What follows belongs to an exercise in optimizing a design on an open flow for small area, a short achievable clock period and few clock cycles; a production flow would make more cautious choices. Function was checked by simulation only, so behaviour that the tests miss may differ from the original. Power and IR drop assume default switching activity.

==> module ark3_core, before the edit <==
module ark3_core (
    input  wire         clk,
    input  wire         rst,         
    input  wire         cmd_valid,
    output wire         cmd_ready,
    input  wire [31:0]  cmd_word,
    input  wire [191:0] cmd_data,
    output reg          done,
    output reg  [63:0]  result,
    output wire [15:0]  status
);
    localparam [7:0] OP_NOP     = 8'h00, OP_GFMUL  = 8'h01, OP_GFADD  = 8'h02,
                     OP_SBOX    = 8'h08, OP_SUB    = 8'h09, OP_PERM   = 8'h0A,
                     OP_MIX     = 8'h0B, OP_RT     = 8'h0C,
                     OP_BSETKEY = 8'h10, OP_BENC   = 8'h11, OP_BDEC   = 8'h12,
                     OP_CSETKEY = 8'h20, OP_CENC   = 8'h21, OP_CDEC   = 8'h22;
    localparam [3:0] E_NONE = 4'd0, E_ILLEGAL_OP = 4'd1, E_RSVD_FIELD = 4'd2,
                     E_BAD_INDEX = 4'd3, E_NO_KEY = 4'd4, E_NO_CFB = 4'd5,
                     E_UNIMPLEMENTED = 4'd6;
    reg [63:0]  kc;            
    reg [63:0]  ks;            
    reg         keyed;
    reg         cfb_rdy;
    reg [3:0]  kpos;
    reg [3:0]  err;
    reg         busy;
    reg [63:0]  xr;            
    reg [7:0]   abyte;         
    reg [3:0]   perr;          
    reg         c_mul, c_add, c_sbox, c_sub, c_perm, c_mix, c_rt;
    reg         c_bset, c_benc, c_cset, c_cenc, c_cdec;
    reg         cfb, regen;    
    assign cmd_ready = !rst && !busy;
    assign status    = {4'b0000, kpos, err, 1'b0, cfb_rdy, keyed, busy};
    wire [7:0]  op  = cmd_word[7:0];
    wire [3:0]  idx = cmd_word[11:8];
    wire [19:0] rsv = cmd_word[31:12];
    reg op_legal;
    always @* begin
        case (op)
            OP_NOP, OP_GFMUL, OP_GFADD, OP_SBOX, OP_SUB, OP_PERM, OP_MIX, OP_RT,
            OP_BSETKEY, OP_BENC, OP_BDEC, OP_CSETKEY, OP_CENC, OP_CDEC: op_legal = 1'b1;
            default: op_legal = 1'b0;
        endcase
    end
    reg [3:0] dec_err;
    always @* begin
        if (!op_legal)                                  dec_err = E_ILLEGAL_OP;
        else if (rsv != 20'd0)                          dec_err = E_RSVD_FIELD;
        else if (op != OP_SBOX && idx != 4'd0)          dec_err = E_RSVD_FIELD;
        else if (op == OP_SBOX && (idx == 4'd0 || idx > 4'd8)) dec_err = E_BAD_INDEX;
        else if (op == OP_BDEC)                         dec_err = E_UNIMPLEMENTED;
        else if (op == OP_BENC && !keyed)               dec_err = E_NO_KEY;
        else if ((op == OP_CENC || op == OP_CDEC) && !cfb_rdy) dec_err = E_NO_CFB;
        else                                            dec_err = E_NONE;
    end
    wire ok = (dec_err == E_NONE);
    wire [63:0] kc_in;
    ark3_kc u_kc (.k(cmd_data[191:64]), .y(kc_in));
    wire [7:0] opa = abyte;
    wire [7:0] mul_p;
    ark3_gmul u_gmul (.a(opa), .b(xr[15:8]), .p(mul_p));
    wire [63:0] sub_y, perm_y, subperm_y, mix_y;
    ark3_sub  u_sub   (.x(xr), .y(sub_y));
    ark3_perm u_perm  (.x(xr), .y(perm_y));
    ark3_perm u_perm2 (.x(sub_y), .y(subperm_y));
    ark3_mix  u_mix   (.x(c_rt ? subperm_y : xr), .y(mix_y));
    wire [63:0] enc_y;
    ark3_enc u_enc (.x(xr), .kc(kc), .y(enc_y));
    wire [63:0] kbuf    = regen ? enc_y : xr;
    wire [7:0]  cfb_out = opa ^ kbuf[63:56];
    wire [7:0]  cfb_fb  = c_cenc ? cfb_out : opa;
    reg [63:0] res_ok;
    always @* begin
        res_ok = 64'd0;
        if (c_mul)  res_ok = {56'd0, mul_p};
        if (c_add)  res_ok = {56'd0, opa ^ xr[15:8]};
        if (c_sbox) res_ok = {56'd0, mul_p ^ 8'h63};
        if (c_sub)  res_ok = sub_y;
        if (c_perm) res_ok = perm_y;
        if (c_mix | c_rt) res_ok = mix_y;
        if (c_benc) res_ok = enc_y;
        if (cfb)    res_ok = {56'd0, cfb_out};
    end
    always @(posedge clk) begin
        done <= 1'b0;
        if (rst) begin
            busy    <= 1'b0;
            result  <= 64'd0;
            err     <= E_NONE;
            keyed   <= 1'b0;
            cfb_rdy <= 1'b0;
            kpos    <= 4'd8;
        end else if (!busy) begin
            if (cmd_valid) begin
                busy   <= 1'b1;
                abyte  <= cmd_data[7:0];
                if (op == OP_CENC || op == OP_CDEC)
                    xr <= ks;
                else
                    xr <= {cmd_data[63:16],
                           (op == OP_SBOX) ? (8'hC0 ^ {4'h0, idx}) : cmd_data[15:8],
                           cmd_data[7:0]};
                perr   <= dec_err;
                c_mul  <= ok && op == OP_GFMUL;
                c_add  <= ok && op == OP_GFADD;
                c_sbox <= ok && op == OP_SBOX;
                c_sub  <= ok && op == OP_SUB;
                c_perm <= ok && op == OP_PERM;
                c_mix  <= ok && op == OP_MIX;
                c_rt   <= ok && op == OP_RT;
                c_bset <= ok && op == OP_BSETKEY;
                c_benc <= ok && op == OP_BENC;
                c_cset <= ok && op == OP_CSETKEY;
                c_cenc <= ok && op == OP_CENC;
                c_cdec <= ok && op == OP_CDEC;
                cfb    <= ok && (op == OP_CENC || op == OP_CDEC);
                regen  <= ok && (op == OP_CENC || op == OP_CDEC) && kpos[3];
                if (ok && (op == OP_BSETKEY || op == OP_CSETKEY))
                    kc  <= kc_in;
                if (ok && op == OP_CSETKEY)
                    ks  <= cmd_data[63:0];
            end
        end else begin
            busy   <= 1'b0;
            done   <= 1'b1;
            err    <= perr;
            result <= res_ok;
            if (c_bset | c_cset) begin
                keyed   <= 1'b1;
                cfb_rdy <= c_cset;
                if (c_cset) kpos <= 4'd8;
            end
            if (cfb) begin
                ks   <= {kbuf[55:0], cfb_fb};
                kpos <= regen ? 4'd1 : kpos + 4'd1;
            end
        end
    end
endmodule
clock: 10.0 ns
lec_check: 0
cap_margin: 20
core_margin: 2
core_utilization: 40
place_density: 0.6
setup_slack_margin: 5
slew_margin: 20
run.sh (not shown) runs the stock make flow with config.mk's settings and CLKGATE_MAP_FILE= SYNTH_SCRIPT=/design/flow/synth_recipe.tcl, a recipe that flattens the netlist after the stock synthesis.
Testbench counts at the start, summed over its fixed seeds: cycles 5,624.
==> next run, changes <==
--- a/flow/design.v
+++ b/flow/design.v
@@ -2262,13 +2262,12 @@
     reg         keyed;
     reg         cfb_rdy;
     reg [3:0]  kpos;
     reg [3:0]  err;
     reg         busy;
     reg [63:0]  xr;            
-    reg [7:0]   abyte;         
     reg [3:0]   perr;          
     reg         c_mul, c_add, c_sbox, c_sub, c_perm, c_mix, c_rt;
     reg         c_bset, c_benc, c_cset, c_cenc, c_cdec;
     reg         cfb, regen;    
     assign cmd_ready = !rst && !busy;
     assign status    = {4'b0000, kpos, err, 1'b0, cfb_rdy, keyed, busy};
@@ -2294,23 +2293,23 @@
         else if ((op == OP_CENC || op == OP_CDEC) && !cfb_rdy) dec_err = E_NO_CFB;
         else                                            dec_err = E_NONE;
     end
     wire ok = (dec_err == E_NONE);
     wire [63:0] kc_in;
     ark3_kc u_kc (.k(cmd_data[191:64]), .y(kc_in));
-    wire [7:0] opa = abyte;
+    wire [7:0] opa = xr[7:0];
     wire [7:0] mul_p;
     ark3_gmul u_gmul (.a(opa), .b(xr[15:8]), .p(mul_p));
     wire [63:0] sub_y, perm_y, subperm_y, mix_y;
     ark3_sub  u_sub   (.x(xr), .y(sub_y));
     ark3_perm u_perm  (.x(xr), .y(perm_y));
     ark3_perm u_perm2 (.x(sub_y), .y(subperm_y));
     ark3_mix  u_mix   (.x(c_rt ? subperm_y : xr), .y(mix_y));
     wire [63:0] enc_y;
-    ark3_enc u_enc (.x(xr), .kc(kc), .y(enc_y));
-    wire [63:0] kbuf    = regen ? enc_y : xr;
+    ark3_enc u_enc (.x(cfb ? ks : xr), .kc(kc), .y(enc_y));
+    wire [63:0] kbuf    = regen ? enc_y : ks;
     wire [7:0]  cfb_out = opa ^ kbuf[63:56];
     wire [7:0]  cfb_fb  = c_cenc ? cfb_out : opa;
     reg [63:0] res_ok;
     always @* begin
         res_ok = 64'd0;
         if (c_mul)  res_ok = {56'd0, mul_p};
@@ -2331,17 +2330,13 @@
             keyed   <= 1'b0;
             cfb_rdy <= 1'b0;
             kpos    <= 4'd8;
         end else if (!busy) begin
             if (cmd_valid) begin
                 busy   <= 1'b1;
-                abyte  <= cmd_data[7:0];
-                if (op == OP_CENC || op == OP_CDEC)
-                    xr <= ks;
-                else
-                    xr <= {cmd_data[63:16],
+                xr     <= {cmd_data[63:16],
                            (op == OP_SBOX) ? (8'hC0 ^ {4'h0, idx}) : cmd_data[15:8],
                            cmd_data[7:0]};
                 perr   <= dec_err;
                 c_mul  <= ok && op == OP_GFMUL;
                 c_add  <= ok && op == OP_GFADD;
                 c_sbox <= ok && op == OP_SBOX;
Effect: Cell area climbs by 4.7%. Clock-buffer cell count drops by 2. Clock skew stays flat. Final cell count climbs by 5.2%. Synthesized cell count climbs by 6.1%. Worst setup slack is better by 0.017 ns. Sequential share of layout area drops by 1.3 points. Global-route usage climbs by 4.1 points.
Testbench counts after the change, summed over its fixed seeds: cycles 5,624.


ark3_core, a different RTL version from the one above (not shown whole).
Size: ~3,900 cells after synthesis, ~290 flip-flops, about 310 I/O pins, ~0.036 mm² of cells after synthesis.
==> module ark3_core, before the edit <==
module ark3_core (
    input  wire         clk,
    input  wire         rst,         
    input  wire         cmd_valid,
    output wire         cmd_ready,
    input  wire [31:0]  cmd_word,
    input  wire [191:0] cmd_data,
    output reg          done,
    output reg  [63:0]  result,
    output wire [15:0]  status
);
    localparam [7:0] OP_NOP     = 8'h00, OP_GFMUL  = 8'h01, OP_GFADD  = 8'h02,
                     OP_SBOX    = 8'h08, OP_SUB    = 8'h09, OP_PERM   = 8'h0A,
                     OP_MIX     = 8'h0B, OP_RT     = 8'h0C,
                     OP_BSETKEY = 8'h10, OP_BENC   = 8'h11, OP_BDEC   = 8'h12,
                     OP_CSETKEY = 8'h20, OP_CENC   = 8'h21, OP_CDEC   = 8'h22;
    localparam [3:0] E_NONE = 4'd0, E_ILLEGAL_OP = 4'd1, E_RSVD_FIELD = 4'd2,
                     E_BAD_INDEX = 4'd3, E_NO_KEY = 4'd4, E_NO_CFB = 4'd5,
                     E_UNIMPLEMENTED = 4'd6;
    reg [63:0]  kc;            
    reg [63:0]  ks;            
    reg         keyed;
    reg         cfb_rdy;
    reg [3:0]  kpos;
    reg [3:0]  err;
    reg         busy;
    reg [63:0]  xr;            
    reg [7:0]   abyte;         
    reg [3:0]   perr;          
    reg         c_mul, c_add, c_sbox, c_sub, c_perm, c_mix, c_rt;
    reg         c_bset, c_benc, c_cset, c_cenc, c_cdec;
    reg         cfb, regen;    
    assign cmd_ready = !rst && !busy;
    assign status    = {4'b0000, kpos, err, 1'b0, cfb_rdy, keyed, busy};
    wire [7:0]  op  = cmd_word[7:0];
    wire [3:0]  idx = cmd_word[11:8];
    wire [19:0] rsv = cmd_word[31:12];
    reg op_legal;
    always @* begin
        case (op)
            OP_NOP, OP_GFMUL, OP_GFADD, OP_SBOX, OP_SUB, OP_PERM, OP_MIX, OP_RT,
            OP_BSETKEY, OP_BENC, OP_BDEC, OP_CSETKEY, OP_CENC, OP_CDEC: op_legal = 1'b1;
            default: op_legal = 1'b0;
        endcase
    end
    reg [3:0] dec_err;
    always @* begin
        if (!op_legal)                                  dec_err = E_ILLEGAL_OP;
        else if (rsv != 20'd0)                          dec_err = E_RSVD_FIELD;
        else if (op != OP_SBOX && idx != 4'd0)          dec_err = E_RSVD_FIELD;
        else if (op == OP_SBOX && (idx == 4'd0 || idx > 4'd8)) dec_err = E_BAD_INDEX;
        else if (op == OP_BDEC)                         dec_err = E_UNIMPLEMENTED;
        else if (op == OP_BENC && !keyed)               dec_err = E_NO_KEY;
        else if ((op == OP_CENC || op == OP_CDEC) && !cfb_rdy) dec_err = E_NO_CFB;
        else                                            dec_err = E_NONE;
    end
    wire ok = (dec_err == E_NONE);
    wire [63:0] kc_in;
    ark3_kc u_kc (.k({xr, kc}), .y(kc_in));
    wire [7:0] opa = abyte;
    wire [7:0] mul_p;
    ark3_gmul u_gmul (.a(opa), .b(xr[15:8]), .p(mul_p));
    wire [63:0] sub_y, mix_y;
    wire [63:0] perm_y    = {xr[23:16], xr[63:56], xr[39:32], xr[15:8],
                             xr[55:48], xr[31:24], xr[7:0], xr[47:40]};
    wire [63:0] subperm_y = {sub_y[23:16], sub_y[63:56], sub_y[39:32], sub_y[15:8],
                             sub_y[55:48], sub_y[31:24], sub_y[7:0], sub_y[47:40]};
    ark3_subnet u_sub (.x(xr), .y(sub_y));
    ark3_mixnet u_mix (.x(c_rt ? subperm_y : xr), .y(mix_y));
    wire [63:0] enc_y;
    ark3_enc u_enc (.x(xr), .kc(kc), .y(enc_y));
    wire [63:0] kbuf    = regen ? enc_y : xr;
    wire [7:0]  cfb_out = opa ^ kbuf[63:56];
    wire [7:0]  cfb_fb  = c_cenc ? cfb_out : opa;
    reg [63:0] res_ok;
    always @* begin
        res_ok = 64'd0;
        if (c_mul)  res_ok = {56'd0, mul_p};
        if (c_add)  res_ok = {56'd0, opa ^ xr[15:8]};
        if (c_sbox) res_ok = {56'd0, mul_p ^ 8'h63};
        if (c_sub)  res_ok = sub_y;
        if (c_perm) res_ok = perm_y;
        if (c_mix | c_rt) res_ok = mix_y;
        if (c_benc) res_ok = enc_y;
        if (cfb)    res_ok = {56'd0, cfb_out};
    end
    always @(posedge clk) begin
        done <= 1'b0;
        if (rst) begin
            busy    <= 1'b0;
            result  <= 64'd0;
            err     <= E_NONE;
            keyed   <= 1'b0;
            cfb_rdy <= 1'b0;
            kpos    <= 4'd8;
        end else if (!busy) begin
            busy   <= cmd_valid;
            begin : idle
                abyte  <= cmd_data[7:0];
                if (op == OP_CENC || op == OP_CDEC)
                    xr <= ks;
                else if (op == OP_BSETKEY || op == OP_CSETKEY)
                    xr <= cmd_data[191:128];
                else
                    xr <= {cmd_data[63:16],
                           (op == OP_SBOX) ? (8'hC0 ^ {4'h0, idx}) : cmd_data[15:8],
                           cmd_data[7:0]};
                perr   <= dec_err;
                c_mul  <= ok && op == OP_GFMUL;
                c_add  <= ok && op == OP_GFADD;
                c_sbox <= ok && op == OP_SBOX;
                c_sub  <= ok && op == OP_SUB;
                c_perm <= ok && op == OP_PERM;
                c_mix  <= ok && op == OP_MIX;
                c_rt   <= ok && op == OP_RT;
                c_bset <= ok && op == OP_BSETKEY;
                c_benc <= ok && op == OP_BENC;
                c_cset <= ok && op == OP_CSETKEY;
                c_cenc <= ok && op == OP_CENC;
                c_cdec <= ok && op == OP_CDEC;
                cfb    <= ok && (op == OP_CENC || op == OP_CDEC);
                regen  <= ok && (op == OP_CENC || op == OP_CDEC) && kpos[3];
                if (cmd_valid && ok && (op == OP_BSETKEY || op == OP_CSETKEY))
                    kc  <= cmd_data[127:64];
                if (cmd_valid && ok && op == OP_CSETKEY)
                    ks  <= cmd_data[63:0];
            end
        end else begin
            busy   <= 1'b0;
            done   <= 1'b1;
            err    <= perr;
            result <= res_ok;
            if (c_bset | c_cset) begin
                kc      <= kc_in;
                keyed   <= 1'b1;
                cfb_rdy <= c_cset;
                if (c_cset) kpos <= 4'd8;
            end
            if (cfb) begin
                ks   <= {kbuf[55:0], cfb_fb};
                kpos <= regen ? 4'd1 : kpos + 4'd1;
            end
        end
    end
endmodule
clock: 10.0 ns
lec_check: 0
cap_margin: 20
core_margin: 2
core_utilization: 50
place_density: 0.65
setup_slack_margin: 5
slew_margin: 20
synth_hierarchical: 1
synth_minimum_keep_size: 0
standard.sh (not shown) runs the stock make flow with config.mk's settings and CLKGATE_MAP_FILE= SYNTH_SCRIPT=/design/flow/synth_recipe.tcl, a recipe that flattens the netlist after the stock synthesis.
==> flow/flow/run.sh <==
#!/bin/bash
# Standard ORFS layout (the standard.sh, synthesis unchanged) with two
# changes to how the layout is made:
#  - timing repair is asked to leave a larger setup slack, so that the achieved
#    period (the clock period less the setup slack) comes out shorter;
set -euo pipefail
bash standard.sh SETUP_SLACK_MARGIN=5.6 "BUFFER_PORTS_ARGS=-buffer_cell sky130_fd_sc_hd__buf_2" finish > orfs_flow.log 2>&1
Testbench counts at the start, summed over its fixed seeds: cycles 5,624.
Next try:
--- a/flow/design.v
+++ b/flow/design.v
@@ -4348,11 +4348,11 @@
         else if ((op == OP_CENC || op == OP_CDEC) && !cfb_rdy) dec_err = E_NO_CFB;
         else                                            dec_err = E_NONE;
     end
     wire ok = (dec_err == E_NONE);
     wire [63:0] kc_in;
-    ark3_kc u_kc (.k({xr, kc}), .y(kc_in));
+    ark3_kc u_kc (.k(cmd_data[191:64]), .y(kc_in));
     wire [7:0] opa = abyte;
     wire [7:0] mul_p;
     ark3_gmul u_gmul (.a(opa), .b(xr[15:8]), .p(mul_p));
     wire [63:0] sub_y, mix_y;
     wire [63:0] perm_y    = {xr[23:16], xr[63:56], xr[39:32], xr[15:8],
@@ -4391,12 +4391,10 @@
             busy   <= cmd_valid;
             begin : idle
                 abyte  <= cmd_data[7:0];
                 if (op == OP_CENC || op == OP_CDEC)
                     xr <= ks;
-                else if (op == OP_BSETKEY || op == OP_CSETKEY)
-                    xr <= cmd_data[191:128];
                 else
                     xr <= {cmd_data[63:16],
                            (op == OP_SBOX) ? (8'hC0 ^ {4'h0, idx}) : cmd_data[15:8],
                            cmd_data[7:0]};
                 perr   <= dec_err;
@@ -4413,25 +4411,24 @@
                 c_cenc <= ok && op == OP_CENC;
                 c_cdec <= ok && op == OP_CDEC;
                 cfb    <= ok && (op == OP_CENC || op == OP_CDEC);
                 regen  <= ok && (op == OP_CENC || op == OP_CDEC) && kpos[3];
                 if (cmd_valid && ok && (op == OP_BSETKEY || op == OP_CSETKEY))
-                    kc  <= cmd_data[127:64];
-                if (cmd_valid && ok && op == OP_CSETKEY)
-                    ks  <= cmd_data[63:0];
+                    kc  <= kc_in;
             end
         end else begin
             busy   <= 1'b0;
             done   <= 1'b1;
             err    <= perr;
             result <= res_ok;
             if (c_bset | c_cset) begin
-                kc      <= kc_in;
                 keyed   <= 1'b1;
                 cfb_rdy <= c_cset;
                 if (c_cset) kpos <= 4'd8;
             end
+            if (c_cset)
+                ks   <= xr;             
             if (cfb) begin
                 ks   <= {kbuf[55:0], cfb_fb};
                 kpos <= regen ? 4'd1 : kpos + 4'd1;
             end
         end
What happened: The changed run produced a clean layout. Worst setup slack gets worse by 0.15 ns. Via count is lower by 5.0%. Non-clock buffer count is lower by 37. Sequential power is higher by about 10%. Sequential share of layout area hardly moves. Critical path depth is lower by 3. Area after synthesis is lower by 3.2%. Register-to-register slack gets better by 0.18 ns. Wire length is lower by 5.4%.
Testbench counts after the change, summed over its fixed seeds: cycles 5,624.

-- re-timing with driven ports --
In the flow no input, the clock included, has a driving cell. The finished layouts below were timed again as built, in two steps.
Step 1: set_driving_cell puts a clkbuf_16 on clk and a buf_2 on each other input, an assumption about the parent block.
Step 2 moves the port delays by t, midway between the first and last clock arrival at a register: inputs arrive t later, outputs are due t later. That takes back most of the time a late clock gives input paths.
Slacks: ideal / step 1 / step 2; pairs: ideal / step 1.
run	t (ns)	setup WS [ns]	hold WS [ns]
the first run of note 1	0.613	4.821 / 4.846 / 4.233	0.442 / 0.442 / 0.442
the second run of note 1	0.619	4.838 / 4.867 / 4.247	0.445 / 0.445 / 0.445
the first run of note 2	0.662	5.428 / 5.417 / 5.004	0.462 / 0.462 / 0.462
the second run of note 2	0.633	5.282 / 5.316 / 4.683	0.448 / 0.448 / 0.448
After both steps every run listed still meets setup and hold. The setup slack of the second run of note 2, which loses most, moves by +0.034 ns with the drivers and by -0.599 ns with both steps.
